Source: an optimization exercise on an open RTL-to-GDS flow (aim: small area, a short achievable clock period and few clock cycles). Production flows keep margins and buffers that such runs may drop.
Where RTL was checked, it was by simulation tests only, not by an equivalence proof against the original.

==> quartz: inputs <==
==> flow/design.v <==
`timescale 1ns/1ps
module cc1_codec (
    input  wire        clk,
    input  wire        rst,           
    input  wire        cmd_valid,
    input  wire [31:0] cmd,
    output wire        ready,
    input  wire [7:0]  buf_we,
    input  wire [63:0] buf_wdata,
    input  wire [8:0]  arg_we,
    input  wire [71:0] arg_wdata,
    output wire [63:0] buf_q,
    output wire [71:0] arg_q,
    output wire [71:0] out_q,
    output wire [7:0]  res,
    output wire [7:0]  status
);
    localparam [7:0] TYPE_A = 8'h21, TYPE_P = 8'h3F, TYPE_R = 8'h2A;
    reg [7:0] buf_r [0:7];            
    reg [7:0] arg_r [0:8];
    reg [7:0] out0, out1, out2;       
    reg [5:0] out3;                   
    reg       out4, out5, out6;       
    reg [7:0] res_r;
    reg       ill_r;
    reg [7:0] a_hc1, a_hc2;
    reg [7:0] p_hc1, p_hc2;
    reg [6:0] p_rp;
    reg [1:0] p_lc;
    reg [3:0] p_lt;
    reg [1:0] p_lf;
    reg [7:0] r_hc1, r_hc2;
    reg [5:0] r_rh;
    reg [7:0] r_tp, r_tr;
    reg [5:0] r_al;
    reg       r_s, r_w, r_sy;
    assign ready = 1'b1;
    genvar gi;
    generate
        for (gi = 0; gi < 8; gi = gi + 1) begin : g_bufq
            assign buf_q[8*gi +: 8] = buf_r[gi];
        end
        for (gi = 0; gi < 9; gi = gi + 1) begin : g_argq
            assign arg_q[8*gi +: 8] = arg_r[gi];
        end
    endgenerate
    assign out_q  = {8'd0, 8'd0, 7'd0, out6, 7'd0, out5, 7'd0, out4,
                     2'd0, out3, out2, out1, out0};
    assign res    = res_r;
    assign status = {7'd0, ill_r};
    function [7:0] crc7;
        input [55:0] f;
        reg [6:0] c;
        reg       fb;
        integer   j, k;
        begin
            c = f[6:0];
            for (j = 1; j < 7; j = j + 1)
                for (k = 7; k >= 0; k = k - 1) begin
                    fb = c[6] ^ f[8*j + k];
                    c  = {c[5:0], 1'b0} ^ (fb ? 7'h37 : 7'h00);
                end
            crc7 = (c == 7'd0) ? 8'h80 : {1'b0, c};
        end
    endfunction
    wire [7:0] op     = cmd[7:0];
    wire [7:0] len    = cmd[15:8];
    wire       ck     = cmd[16];
    wire       nb     = cmd[17];
    wire       rsv_ok = (cmd[31:18] == 14'd0);
    wire [3:0] cls    = op[7:4];
    wire [1:0] v      = op[1:0];
    wire       var_ok = (op[3:2] == 2'd0) && (v != 2'd3);
    wire is_crc   = rsv_ok && (op == 8'h01);
    wire is_make  = rsv_ok && (cls == 4'h1) && var_ok;
    wire is_enc   = rsv_ok && (cls == 4'h2) && var_ok;
    wire is_dec   = rsv_ok && (cls == 4'h3) && var_ok;
    wire is_valid = rsv_ok && (cls == 4'h4) && var_ok;
    wire is_gethc = rsv_ok && (cls == 4'h5) && var_ok;
    wire is_getf  = rsv_ok && (cls == 4'h6) && (op[3:2] == 2'd0) && (v != 2'd0) && (v != 2'd3);
    wire is_legal = is_crc | is_make | is_enc | is_dec | is_valid | is_gethc | is_getf;
    wire len7_ok = !nb && (len >= 8'd7);
    wire len8_ok = !nb && (len >= 8'd8);
    wire vA = (v == 2'd0);
    wire vP = (v == 2'd1);
    wire vR = v[1];
    wire [6:0] mk_rp = (arg_r[2] > 8'd100) ? 7'd100 : arg_r[2][6:0];
    wire [1:0] mk_lc = arg_r[3][1:0];
    wire [3:0] mk_lt = (arg_r[4] < 8'd1) ? 4'd1 : (arg_r[4] > 8'd15) ? 4'd15 : arg_r[4][3:0];
    wire [1:0] mk_lf = (arg_r[5] < 8'd1) ? 2'd1 : (arg_r[5] > 8'd3)  ? 2'd3  : arg_r[5][1:0];
    wire [5:0] mk_rh = (arg_r[2] > 8'd50)  ? 6'd50  : arg_r[2][5:0];
    wire [7:0] mk_tp = (arg_r[3] > 8'd199) ? 8'd199 : arg_r[3];
    wire [7:0] mk_tr = (arg_r[4] > 8'd199) ? 8'd199 : arg_r[4];
    wire [5:0] mk_al = (arg_r[5] < 8'd1) ? 6'd1 : (arg_r[5] > 8'd62) ? 6'd62 : arg_r[5][5:0];
    wire       mk_s  = (arg_r[6] != 8'd0);
    wire       mk_w  = (arg_r[7] != 8'd0);
    wire       mk_sy = (arg_r[8] != 8'd0);
    wire       mk_valid = (arg_r[0] != 8'hFF) && (arg_r[1] != 8'hFF);
    reg [7:0] enc_p [0:6];
    always @(*) begin
        case (v)
            2'd0: begin
                enc_p[0] = TYPE_A; enc_p[1] = a_hc1; enc_p[2] = a_hc2;
                enc_p[3] = 8'h01;  enc_p[4] = 8'h01; enc_p[5] = 8'h01; enc_p[6] = 8'h01;
            end
            2'd1: begin
                enc_p[0] = TYPE_P; enc_p[1] = p_hc1; enc_p[2] = p_hc2;
                enc_p[3] = {1'b0, p_rp} + 8'd1;
                enc_p[4] = {p_lf, p_lt, p_lc};
                enc_p[5] = 8'h01;  enc_p[6] = 8'h01;
            end
            default: begin
                enc_p[0] = TYPE_R; enc_p[1] = r_hc1; enc_p[2] = r_hc2;
                enc_p[3] = {r_w, r_s, r_rh + 6'd1};
                enc_p[4] = r_tp + 8'd1;
                enc_p[5] = r_tr + 8'd1;
                enc_p[6] = {r_sy, r_al, 1'b0};
            end
        endcase
    end
    wire [7:0] enc_crc = crc7({enc_p[6], enc_p[5], enc_p[4], enc_p[3],
                               enc_p[2], enc_p[1], enc_p[0]});
    wire [7:0] buf_crc = crc7({buf_r[6], buf_r[5], buf_r[4], buf_r[3],
                               buf_r[2], buf_r[1], buf_r[0]});
    wire       crc_ok  = (buf_r[7] == buf_crc);
    wire [5:0] dr_rhs = buf_r[3][5:0];
    wire [5:0] dr_al  = buf_r[6][6:1];
    wire chk_a = (buf_r[0] == TYPE_A) && (buf_r[3] == 8'h01);
    wire chk_p = (buf_r[0] == TYPE_P)
              && (buf_r[3] != 8'h00) && (buf_r[3] <= 8'd101)
              && (buf_r[4][7:6] != 2'd0) && (buf_r[4][5:2] != 4'd0)
              && (buf_r[5] == 8'h01);
    wire chk_r = (buf_r[0] == TYPE_R)
              && (dr_rhs != 6'd0) && (dr_rhs <= 6'd51)
              && (buf_r[4] != 8'h00) && (buf_r[4] <= 8'd200)
              && (buf_r[5] != 8'h00) && (buf_r[5] <= 8'd200)
              && (dr_al != 6'd0) && (dr_al != 6'h3F);
    wire chk_var = vA ? chk_a : vP ? chk_p : chk_r;
    wire go       = cmd_valid;
    wire enc_ok   = go && is_enc && len7_ok && !(ck && !len8_ok);
    wire enc_ck   = enc_ok && ck;
    wire dec_go   = go && is_dec;
    wire dec_ok   = dec_go && len8_ok && chk_var && crc_ok;
    wire make_go  = go && is_make;
    wire wr_a  = (make_go || dec_ok) && vA;
    wire wr_p  = (make_go || dec_ok) && vP;
    wire wr_r  = (make_go || dec_ok) && vR;
    wire hc_a  = (make_go || dec_go) && vA;
    wire hc_p  = (make_go || dec_go) && vP;
    wire hc_r  = (make_go || dec_go) && vR;
    wire [7:0] hc1_n = make_go ? arg_r[0] : dec_ok ? buf_r[1] : 8'hFF;
    wire [7:0] hc2_n = make_go ? arg_r[1] : dec_ok ? buf_r[2] : 8'hFF;
    wire [7:0] sel_hc1 = vA ? a_hc1 : vP ? p_hc1 : r_hc1;
    wire [7:0] sel_hc2 = vA ? a_hc2 : vP ? p_hc2 : r_hc2;
    wire       sel_valid = (sel_hc1 != 8'hFF) && (sel_hc2 != 8'hFF);
    reg [7:0] res_n;
    always @(*) begin
        res_n = 8'h00;
        if (is_crc)
            res_n = (len7_ok && buf_r[0] != 8'h00) ? buf_crc : 8'h00;
        else if (is_make)
            res_n = {7'd0, mk_valid};
        else if (is_enc)
            res_n = !enc_ok ? 8'h00 : ck ? 8'h08 : 8'h07;
        else if (is_dec)
            res_n = dec_ok ? 8'h08 : 8'h00;
        else if (is_valid)
            res_n = {7'd0, sel_valid};
        else if (is_gethc)
            res_n = 8'h02;
        else if (is_getf)
            res_n = vP ? 8'h04 : 8'h07;
    end
    integer i;
    always @(posedge clk) begin
        if (rst) begin
            res_r <= 8'h00;
            ill_r <= 1'b0;
            for (i = 0; i < 9; i = i + 1)
                arg_r[i] <= 8'h00;
            out0 <= 8'h00; out1 <= 8'h00; out2 <= 8'h00; out3 <= 6'd0;
            out4 <= 1'b0;  out5 <= 1'b0;  out6 <= 1'b0;
            a_hc1 <= 8'hFF; a_hc2 <= 8'hFF;
            p_hc1 <= 8'hFF; p_hc2 <= 8'hFF;
            p_rp  <= 7'd0;  p_lc  <= 2'd0; p_lt <= 4'd1; p_lf <= 2'd1;
            r_hc1 <= 8'hFF; r_hc2 <= 8'hFF;
            r_rh  <= 6'd0;  r_tp  <= 8'd0; r_tr <= 8'd0; r_al <= 6'd1;
            r_s   <= 1'b0;  r_w   <= 1'b0; r_sy <= 1'b0;
        end else begin
            for (i = 0; i < 9; i = i + 1)
                if (arg_we[i]) arg_r[i] <= arg_wdata[8*i +: 8];
            if (go) begin
                res_r <= res_n;
                if (!is_legal) ill_r <= 1'b1;
            end
            if (hc_a) begin a_hc1 <= hc1_n; a_hc2 <= hc2_n; end
            if (hc_p) begin p_hc1 <= hc1_n; p_hc2 <= hc2_n; end
            if (hc_r) begin r_hc1 <= hc1_n; r_hc2 <= hc2_n; end
            if (wr_p) begin
                p_rp <= make_go ? mk_rp : buf_r[3][6:0] - 7'd1;
                p_lc <= make_go ? mk_lc : buf_r[4][1:0];
                p_lt <= make_go ? mk_lt : buf_r[4][5:2];
                p_lf <= make_go ? mk_lf : buf_r[4][7:6];
            end
            if (wr_r) begin
                r_rh <= make_go ? mk_rh : dr_rhs - 6'd1;
                r_tp <= make_go ? mk_tp : buf_r[4] - 8'd1;
                r_tr <= make_go ? mk_tr : buf_r[5] - 8'd1;
                r_al <= make_go ? mk_al : dr_al;
                r_s  <= make_go ? mk_s  : buf_r[3][6];
                r_w  <= make_go ? mk_w  : buf_r[3][7];
                r_sy <= make_go ? mk_sy : buf_r[6][7];
            end
            if (go && is_gethc) begin
                out0 <= sel_hc1;
                out1 <= sel_hc2;
            end
            if (go && is_getf) begin
                if (vP) begin
                    out0 <= {1'b0, p_rp};
                    out1 <= {6'd0, p_lc};
                    out2 <= {4'd0, p_lt};
                    out3 <= {4'd0, p_lf};
                end else begin
                    out0 <= {2'd0, r_rh};
                    out1 <= r_tp;
                    out2 <= r_tr;
                    out3 <= r_al;
                    out4 <= r_s;
                    out5 <= r_w;
                    out6 <= r_sy;
                end
            end
        end
    end
    always @(posedge clk) begin
        if (!rst) begin
            for (i = 0; i < 8; i = i + 1)
                if (buf_we[i]) buf_r[i] <= buf_wdata[8*i +: 8];
            if (enc_ok) begin
                for (i = 0; i < 7; i = i + 1)
                    buf_r[i] <= enc_p[i];
                if (ck) buf_r[7] <= enc_crc;
            end
        end
    end
endmodule
==> flow/run.sh <==
#!/bin/bash
# synth_recipe.tcl (not shown) runs the flow's synth.tcl, then flattens the netlist and writes it again
# the make line also repeats each setting of config.mk as NAME=value (left out here)
make -C /OpenROAD-flow-scripts/flow DESIGN_CONFIG=/design/flow/config.mk WORK_HOME=/design/flow/orfs CLKGATE_MAP_FILE= SYNTH_SCRIPT=/design/flow/synth_recipe.tcl finish
==> flow/config.mk <==
export PLATFORM = sky130hd
export DESIGN_NAME = cc1_codec
export DESIGN_NICKNAME = cc1_codec
export VERILOG_FILES = /design/flow/design.v
export SDC_FILE = /design/flow/constraint.sdc
export NUM_CORES = 4
export LEC_CHECK = 0
export CAP_MARGIN = 20
export CORE_MARGIN = 2
export CORE_UTILIZATION = 40
export PLACE_DENSITY = 0.6
export SLEW_MARGIN = 20
==> flow/constraint.sdc <==
create_clock -name core_clock -period 10.0 [get_ports {clk}]
set_input_delay 2.0000 -clock core_clock [delete_from_list [all_inputs] [get_ports {clk}]]
set_output_delay 2.0000 -clock core_clock [all_outputs]
set_load 0.01 [all_outputs]
==> tundra: changes against quartz <==
--- a/flow/design.v
+++ b/flow/design.v
@@ -17,6 +17,7 @@
 );
     localparam [7:0] TYPE_A = 8'h21, TYPE_P = 8'h3F, TYPE_R = 8'h2A;
     reg [7:0] buf_r [0:7];            
+    reg       ck_live;                
     reg [7:0] arg_r [0:8];
     reg [7:0] out0, out1, out2;       
     reg [5:0] out3;                   
@@ -37,32 +38,18 @@
     assign ready = 1'b1;
     genvar gi;
     generate
-        for (gi = 0; gi < 8; gi = gi + 1) begin : g_bufq
+        for (gi = 0; gi < 7; gi = gi + 1) begin : g_bufq
             assign buf_q[8*gi +: 8] = buf_r[gi];
         end
         for (gi = 0; gi < 9; gi = gi + 1) begin : g_argq
             assign arg_q[8*gi +: 8] = arg_r[gi];
         end
     endgenerate
+    assign buf_q[63:56] = buf7;
     assign out_q  = {8'd0, 8'd0, 7'd0, out6, 7'd0, out5, 7'd0, out4,
                      2'd0, out3, out2, out1, out0};
     assign res    = res_r;
     assign status = {7'd0, ill_r};
-    function [7:0] crc7;
-        input [55:0] f;
-        reg [6:0] c;
-        reg       fb;
-        integer   j, k;
-        begin
-            c = f[6:0];
-            for (j = 1; j < 7; j = j + 1)
-                for (k = 7; k >= 0; k = k - 1) begin
-                    fb = c[6] ^ f[8*j + k];
-                    c  = {c[5:0], 1'b0} ^ (fb ? 7'h37 : 7'h00);
-                end
-            crc7 = (c == 7'd0) ? 8'h80 : {1'b0, c};
-        end
-    endfunction
     wire [7:0] op     = cmd[7:0];
     wire [7:0] len    = cmd[15:8];
     wire       ck     = cmd[16];
@@ -118,11 +105,66 @@
             end
         endcase
     end
-    wire [7:0] enc_crc = crc7({enc_p[6], enc_p[5], enc_p[4], enc_p[3],
-                               enc_p[2], enc_p[1], enc_p[0]});
-    wire [7:0] buf_crc = crc7({buf_r[6], buf_r[5], buf_r[4], buf_r[3],
-                               buf_r[2], buf_r[1], buf_r[0]});
-    wire       crc_ok  = (buf_r[7] == buf_crc);
+    wire [7:0] cb0 = buf_r[0], cb1 = buf_r[1], cb2 = buf_r[2], cb3 = buf_r[3];
+    wire [7:0] cb4 = buf_r[4], cb5 = buf_r[5], cb6 = buf_r[6];
+    wire [6:0] crc_c;
+    wire t0 = cb0[6] ^ cb1[7];
+    wire t1 = cb6[5] ^ t0;
+    wire t2 = cb0[2] ^ cb1[3];
+    wire t3 = t1 ^ t2;
+    wire t4 = cb6[4] ^ t3;
+    wire t5 = cb6[1] ^ cb6[2];
+    wire t6 = cb5[6] ^ t5;
+    wire t7 = cb5[5] ^ cb6[0];
+    wire t8 = cb4[2] ^ cb5[3];
+    wire t9 = cb3[2] ^ cb5[2];
+    wire t10 = cb3[0] ^ cb4[7];
+    wire t11 = cb2[1] ^ t10;
+    wire t12 = t7 ^ t8;
+    wire t13 = t4 ^ t9;
+    wire t14 = cb6[7] ^ t11;
+    wire t15 = cb5[4] ^ t13;
+    wire t16 = cb5[1] ^ t6;
+    wire t17 = cb4[0] ^ t12;
+    wire t18 = cb3[1] ^ t16;
+    wire t19 = cb2[0] ^ cb6[6];
+    wire t20 = cb0[5] ^ cb1[6];
+    wire t21 = cb0[4] ^ cb1[5];
+    wire t22 = cb0[3] ^ cb1[4];
+    wire t23 = cb0[1] ^ cb1[2];
+    wire t24 = cb0[0] ^ cb1[1];
+    wire t25 = t23 ^ t24;
+    wire t26 = t21 ^ t25;
+    wire t27 = t19 ^ t22;
+    wire t28 = t18 ^ t20;
+    wire t29 = t17 ^ t26;
+    wire t30 = cb6[3] ^ t28;
+    wire t31 = cb5[7] ^ t15;
+    wire t32 = cb5[0] ^ t29;
+    wire t33 = cb4[5] ^ t14;
+    wire t34 = cb4[4] ^ cb4[6];
+    wire t35 = cb4[3] ^ t31;
+    wire t36 = cb4[1] ^ t30;
+    wire t37 = cb3[6] ^ t0;
+    wire t38 = cb3[4] ^ cb3[5];
+    wire t39 = cb3[3] ^ t27;
+    wire t40 = cb3[1] ^ t34;
+    wire t41 = cb2[7] ^ t33;
+    wire t42 = cb2[5] ^ cb3[7];
+    wire t43 = cb2[3] ^ t40;
+    wire t44 = cb2[2] ^ t41;
+    wire t45 = cb2[0] ^ t37;
+    wire t46 = cb1[0] ^ t43;
+    assign crc_c[0] = cb2[2] ^ cb2[6] ^ cb3[5] ^ cb4[4] ^ cb4[7] ^ cb6[2] ^ cb6[3] ^ t17 ^ t35 ^ t39;
+    assign crc_c[1] = cb2[3] ^ cb2[6] ^ cb4[1] ^ cb4[2] ^ cb5[7] ^ cb6[0] ^ t2 ^ t21 ^ t38 ^ t44 ^ t45 ^ t6 ^ t9;
+    assign crc_c[2] = cb2[4] ^ cb2[6] ^ cb2[7] ^ cb3[6] ^ cb3[7] ^ cb5[0] ^ cb6[1] ^ t11 ^ t15 ^ t19 ^ t20 ^ t46 ^ t7;
+    assign crc_c[3] = cb1[0] ^ cb2[4] ^ cb3[2] ^ cb5[3] ^ cb5[5] ^ t1 ^ t18 ^ t24 ^ t39 ^ t42 ^ t44;
+    assign crc_c[4] = cb2[5] ^ cb4[3] ^ cb5[6] ^ t14 ^ t22 ^ t32 ^ t38 ^ t4 ^ t46;
+    assign crc_c[5] = cb2[4] ^ cb3[0] ^ cb3[3] ^ cb4[5] ^ cb5[2] ^ cb6[4] ^ t32 ^ t36 ^ t45;
+    assign crc_c[6] = cb2[1] ^ cb3[4] ^ cb4[6] ^ t23 ^ t35 ^ t36 ^ t42 ^ t8;
+    wire [7:0] buf_crc = (crc_c == 7'd0) ? 8'h80 : {1'b0, crc_c};
+    wire [7:0] buf7    = ck_live ? buf_crc : buf_r[7];
+    wire       crc_ok  = ck_live || (buf_r[7] == buf_crc);
     wire [5:0] dr_rhs = buf_r[3][5:0];
     wire [5:0] dr_al  = buf_r[6][6:1];
     wire chk_a = (buf_r[0] == TYPE_A) && (buf_r[3] == 8'h01);
@@ -235,13 +277,23 @@
     end
     always @(posedge clk) begin
         if (!rst) begin
-            for (i = 0; i < 8; i = i + 1)
+            for (i = 0; i < 7; i = i + 1)
                 if (buf_we[i]) buf_r[i] <= buf_wdata[8*i +: 8];
-            if (enc_ok) begin
+            if (enc_ok)
                 for (i = 0; i < 7; i = i + 1)
                     buf_r[i] <= enc_p[i];
-                if (ck) buf_r[7] <= enc_crc;
-            end
-        end
+            if (buf_we[7])
+                buf_r[7] <= buf_wdata[63:56];
+            else if (ck_live)
+                buf_r[7] <= buf_crc;
+        end
+    end
+    always @(posedge clk) begin
+        if (rst)
+            ck_live <= 1'b0;
+        else if (enc_ck)
+            ck_live <= 1'b1;
+        else if (enc_ok || buf_we != 8'd0)
+            ck_live <= 1'b0;
     end
 endmodule
==> garnet: changes against quartz <==
--- a/flow/design.v
+++ b/flow/design.v
@@ -17,6 +17,7 @@
 );
     localparam [7:0] TYPE_A = 8'h21, TYPE_P = 8'h3F, TYPE_R = 8'h2A;
     reg [7:0] buf_r [0:7];            
+    reg       ck_live;                
     reg [7:0] arg_r [0:8];
     reg [7:0] out0, out1, out2;       
     reg [5:0] out3;                   
@@ -37,32 +38,18 @@
     assign ready = 1'b1;
     genvar gi;
     generate
-        for (gi = 0; gi < 8; gi = gi + 1) begin : g_bufq
+        for (gi = 0; gi < 7; gi = gi + 1) begin : g_bufq
             assign buf_q[8*gi +: 8] = buf_r[gi];
         end
         for (gi = 0; gi < 9; gi = gi + 1) begin : g_argq
             assign arg_q[8*gi +: 8] = arg_r[gi];
         end
     endgenerate
+    assign buf_q[63:56] = buf7;
     assign out_q  = {8'd0, 8'd0, 7'd0, out6, 7'd0, out5, 7'd0, out4,
                      2'd0, out3, out2, out1, out0};
     assign res    = res_r;
     assign status = {7'd0, ill_r};
-    function [7:0] crc7;
-        input [55:0] f;
-        reg [6:0] c;
-        reg       fb;
-        integer   j, k;
-        begin
-            c = f[6:0];
-            for (j = 1; j < 7; j = j + 1)
-                for (k = 7; k >= 0; k = k - 1) begin
-                    fb = c[6] ^ f[8*j + k];
-                    c  = {c[5:0], 1'b0} ^ (fb ? 7'h37 : 7'h00);
-                end
-            crc7 = (c == 7'd0) ? 8'h80 : {1'b0, c};
-        end
-    endfunction
     wire [7:0] op     = cmd[7:0];
     wire [7:0] len    = cmd[15:8];
     wire       ck     = cmd[16];
@@ -118,11 +105,66 @@
             end
         endcase
     end
-    wire [7:0] enc_crc = crc7({enc_p[6], enc_p[5], enc_p[4], enc_p[3],
-                               enc_p[2], enc_p[1], enc_p[0]});
-    wire [7:0] buf_crc = crc7({buf_r[6], buf_r[5], buf_r[4], buf_r[3],
-                               buf_r[2], buf_r[1], buf_r[0]});
-    wire       crc_ok  = (buf_r[7] == buf_crc);
+    wire [7:0] cb0 = buf_r[0], cb1 = buf_r[1], cb2 = buf_r[2], cb3 = buf_r[3];
+    wire [7:0] cb4 = buf_r[4], cb5 = buf_r[5], cb6 = buf_r[6];
+    wire [6:0] crc_c;
+    wire t0 = cb0[6] ^ cb1[7];
+    wire t1 = cb6[5] ^ t0;
+    wire t2 = cb0[2] ^ cb1[3];
+    wire t3 = t1 ^ t2;
+    wire t4 = cb6[4] ^ t3;
+    wire t5 = cb6[1] ^ cb6[2];
+    wire t6 = cb5[6] ^ t5;
+    wire t7 = cb5[5] ^ cb6[0];
+    wire t8 = cb4[2] ^ cb5[3];
+    wire t9 = cb3[2] ^ cb5[2];
+    wire t10 = cb3[0] ^ cb4[7];
+    wire t11 = cb2[1] ^ t10;
+    wire t12 = t7 ^ t8;
+    wire t13 = t4 ^ t9;
+    wire t14 = cb6[7] ^ t11;
+    wire t15 = cb5[4] ^ t13;
+    wire t16 = cb5[1] ^ t6;
+    wire t17 = cb4[0] ^ t12;
+    wire t18 = cb3[1] ^ t16;
+    wire t19 = cb2[0] ^ cb6[6];
+    wire t20 = cb0[5] ^ cb1[6];
+    wire t21 = cb0[4] ^ cb1[5];
+    wire t22 = cb0[3] ^ cb1[4];
+    wire t23 = cb0[1] ^ cb1[2];
+    wire t24 = cb0[0] ^ cb1[1];
+    wire t25 = t23 ^ t24;
+    wire t26 = t21 ^ t25;
+    wire t27 = t19 ^ t22;
+    wire t28 = t18 ^ t20;
+    wire t29 = t17 ^ t26;
+    wire t30 = cb6[3] ^ t28;
+    wire t31 = cb5[7] ^ t15;
+    wire t32 = cb5[0] ^ t29;
+    wire t33 = cb4[5] ^ t14;
+    wire t34 = cb4[4] ^ cb4[6];
+    wire t35 = cb4[3] ^ t31;
+    wire t36 = cb4[1] ^ t30;
+    wire t37 = cb3[6] ^ t0;
+    wire t38 = cb3[4] ^ cb3[5];
+    wire t39 = cb3[3] ^ t27;
+    wire t40 = cb3[1] ^ t34;
+    wire t41 = cb2[7] ^ t33;
+    wire t42 = cb2[5] ^ cb3[7];
+    wire t43 = cb2[3] ^ t40;
+    wire t44 = cb2[2] ^ t41;
+    wire t45 = cb2[0] ^ t37;
+    wire t46 = cb1[0] ^ t43;
+    assign crc_c[0] = cb2[2] ^ cb2[6] ^ cb3[5] ^ cb4[4] ^ cb4[7] ^ cb6[2] ^ cb6[3] ^ t17 ^ t35 ^ t39;
+    assign crc_c[1] = cb2[3] ^ cb2[6] ^ cb4[1] ^ cb4[2] ^ cb5[7] ^ cb6[0] ^ t2 ^ t21 ^ t38 ^ t44 ^ t45 ^ t6 ^ t9;
+    assign crc_c[2] = cb2[4] ^ cb2[6] ^ cb2[7] ^ cb3[6] ^ cb3[7] ^ cb5[0] ^ cb6[1] ^ t11 ^ t15 ^ t19 ^ t20 ^ t46 ^ t7;
+    assign crc_c[3] = cb1[0] ^ cb2[4] ^ cb3[2] ^ cb5[3] ^ cb5[5] ^ t1 ^ t18 ^ t24 ^ t39 ^ t42 ^ t44;
+    assign crc_c[4] = cb2[5] ^ cb4[3] ^ cb5[6] ^ t14 ^ t22 ^ t32 ^ t38 ^ t4 ^ t46;
+    assign crc_c[5] = cb2[4] ^ cb3[0] ^ cb3[3] ^ cb4[5] ^ cb5[2] ^ cb6[4] ^ t32 ^ t36 ^ t45;
+    assign crc_c[6] = cb2[1] ^ cb3[4] ^ cb4[6] ^ t23 ^ t35 ^ t36 ^ t42 ^ t8;
+    wire [7:0] buf_crc = (crc_c == 7'd0) ? 8'h80 : {1'b0, crc_c};
+    wire [7:0] buf7    = ck_live ? buf_crc : buf_r[7];
+    wire       crc_ok  = ck_live || (buf_r[7] == buf_crc);
     wire [5:0] dr_rhs = buf_r[3][5:0];
     wire [5:0] dr_al  = buf_r[6][6:1];
     wire chk_a = (buf_r[0] == TYPE_A) && (buf_r[3] == 8'h01);
@@ -235,13 +277,23 @@
     end
     always @(posedge clk) begin
         if (!rst) begin
-            for (i = 0; i < 8; i = i + 1)
+            for (i = 0; i < 7; i = i + 1)
                 if (buf_we[i]) buf_r[i] <= buf_wdata[8*i +: 8];
-            if (enc_ok) begin
+            if (enc_ok)
                 for (i = 0; i < 7; i = i + 1)
                     buf_r[i] <= enc_p[i];
-                if (ck) buf_r[7] <= enc_crc;
-            end
-        end
+            if (buf_we[7])
+                buf_r[7] <= buf_wdata[63:56];
+            else if (ck_live)
+                buf_r[7] <= buf_crc;
+        end
+    end
+    always @(posedge clk) begin
+        if (rst)
+            ck_live <= 1'b0;
+        else if (enc_ck)
+            ck_live <= 1'b1;
+        else if (enc_ok || buf_we != 8'd0)
+            ck_live <= 1'b0;
     end
 endmodule
==> flow/flow/run.sh (new file) <==
#!/bin/bash
# Standard ORFS layout via the standard.sh, with the port buffers made
# from sky130_fd_sc_hd__buf_1 instead of the default choice of cell.
set -euo pipefail
export BUFFER_PORTS_ARGS="-buffer_cell sky130_fd_sc_hd__buf_1"
bash standard.sh > make_finish.log 2>&1
==> flow/standard.sh (new file) <==
#!/bin/bash
# synth_recipe.tcl (not shown) runs the flow's synth.tcl, then flattens the netlist and writes it again
# the make line also repeats each setting of config.mk as NAME=value (left out here)
make -C /OpenROAD-flow-scripts/flow DESIGN_CONFIG=/design/flow/config.mk WORK_HOME=/design/flow/orfs CLKGATE_MAP_FILE= SYNTH_SCRIPT=/design/flow/synth_recipe.tcl "${@:-finish}"
removed: flow/run.sh
==> comparison table <==
metric                                                                        garnet           tundra           quartz
Outcome                                                     timing/DRC/antenna clean  timing/DRC/antenna clean  timing/DRC/antenna clean
Highest routing layer actually used                                             met4             met4             met5
Area growth from synthesis to final layout                                     17.6%            32.6%            28.8%
Worst setup path startpoint                                              buf_r[0][6]      buf_r[3][4]           cmd[0]
Number of cell rows                                                               70               70               77
Routed wire length                                                           53.9 mm          54.7 mm          67.1 mm
Number of sinks handled by clock tree synthesis                                  273              273              272
Initial antenna violation count                                                    2                0                6
Share of the clock period used by the worst path                               58.6%            63.6%            80.3%
Area share of xor/xnor cells in the synthesized design                         10.2%            10.2%            24.7%
Most frequent standard cell in the layout excluding fill and tap cells         buf_1  clkdlybuf4s50_1  clkdlybuf4s50_1
Register area share after synthesis                                            41.4%            41.4%            33.9%
Total of plain and repair buffers excluding clock buffers                        385              385              391
Core Area                                                               0.0364 sq mm     0.0364 sq mm     0.0442 sq mm
Count of inverters not on the clock network in the layout                         21               21               15
Testbench counts of quartz, summed over its fixed seeds: cycles 27,999.
For tundra and garnet, only the layout was checked, not whether the RTL still works.

## afterwards: timing with drivers on the ports
The results above use ideal ports. As a check the final layouts listed here were re-extracted and re-timed, cells and wires unchanged. Step 1: set_driving_cell puts a clkbuf_16 on clk and a buf_2 on each other input, an assumption about the parent block. Step 2 times the ports against the registers' clock, not the clock port: input delays grow and output delays shrink by t, the midpoint of the rising clock arrivals with the driver on. Slacks: no drivers / after step 1 / after step 2; pairs: no drivers / after step 1.
| run | t (ns) | setup WS [ns] | worst register clock-pin slew, ns | worst slew at a driven data input, ns |
|---|---|---|---|---|
| quartz | 0.591 | 1.974 / 1.989 / 1.399 | 0.06 / 0.06 | 0.09 |
| tundra | 0.626 | 3.645 / 3.588 / 3.876 | 0.06 / 0.06 | 0.07 |
| garnet | 0.583 | 4.139 / 4.083 / 4.311 | 0.06 / 0.06 | 0.08 |
After both steps every run listed still meets setup and hold. The setup slack of quartz, which loses most, moves by +0.015 ns with the drivers and by -0.575 ns with both steps.
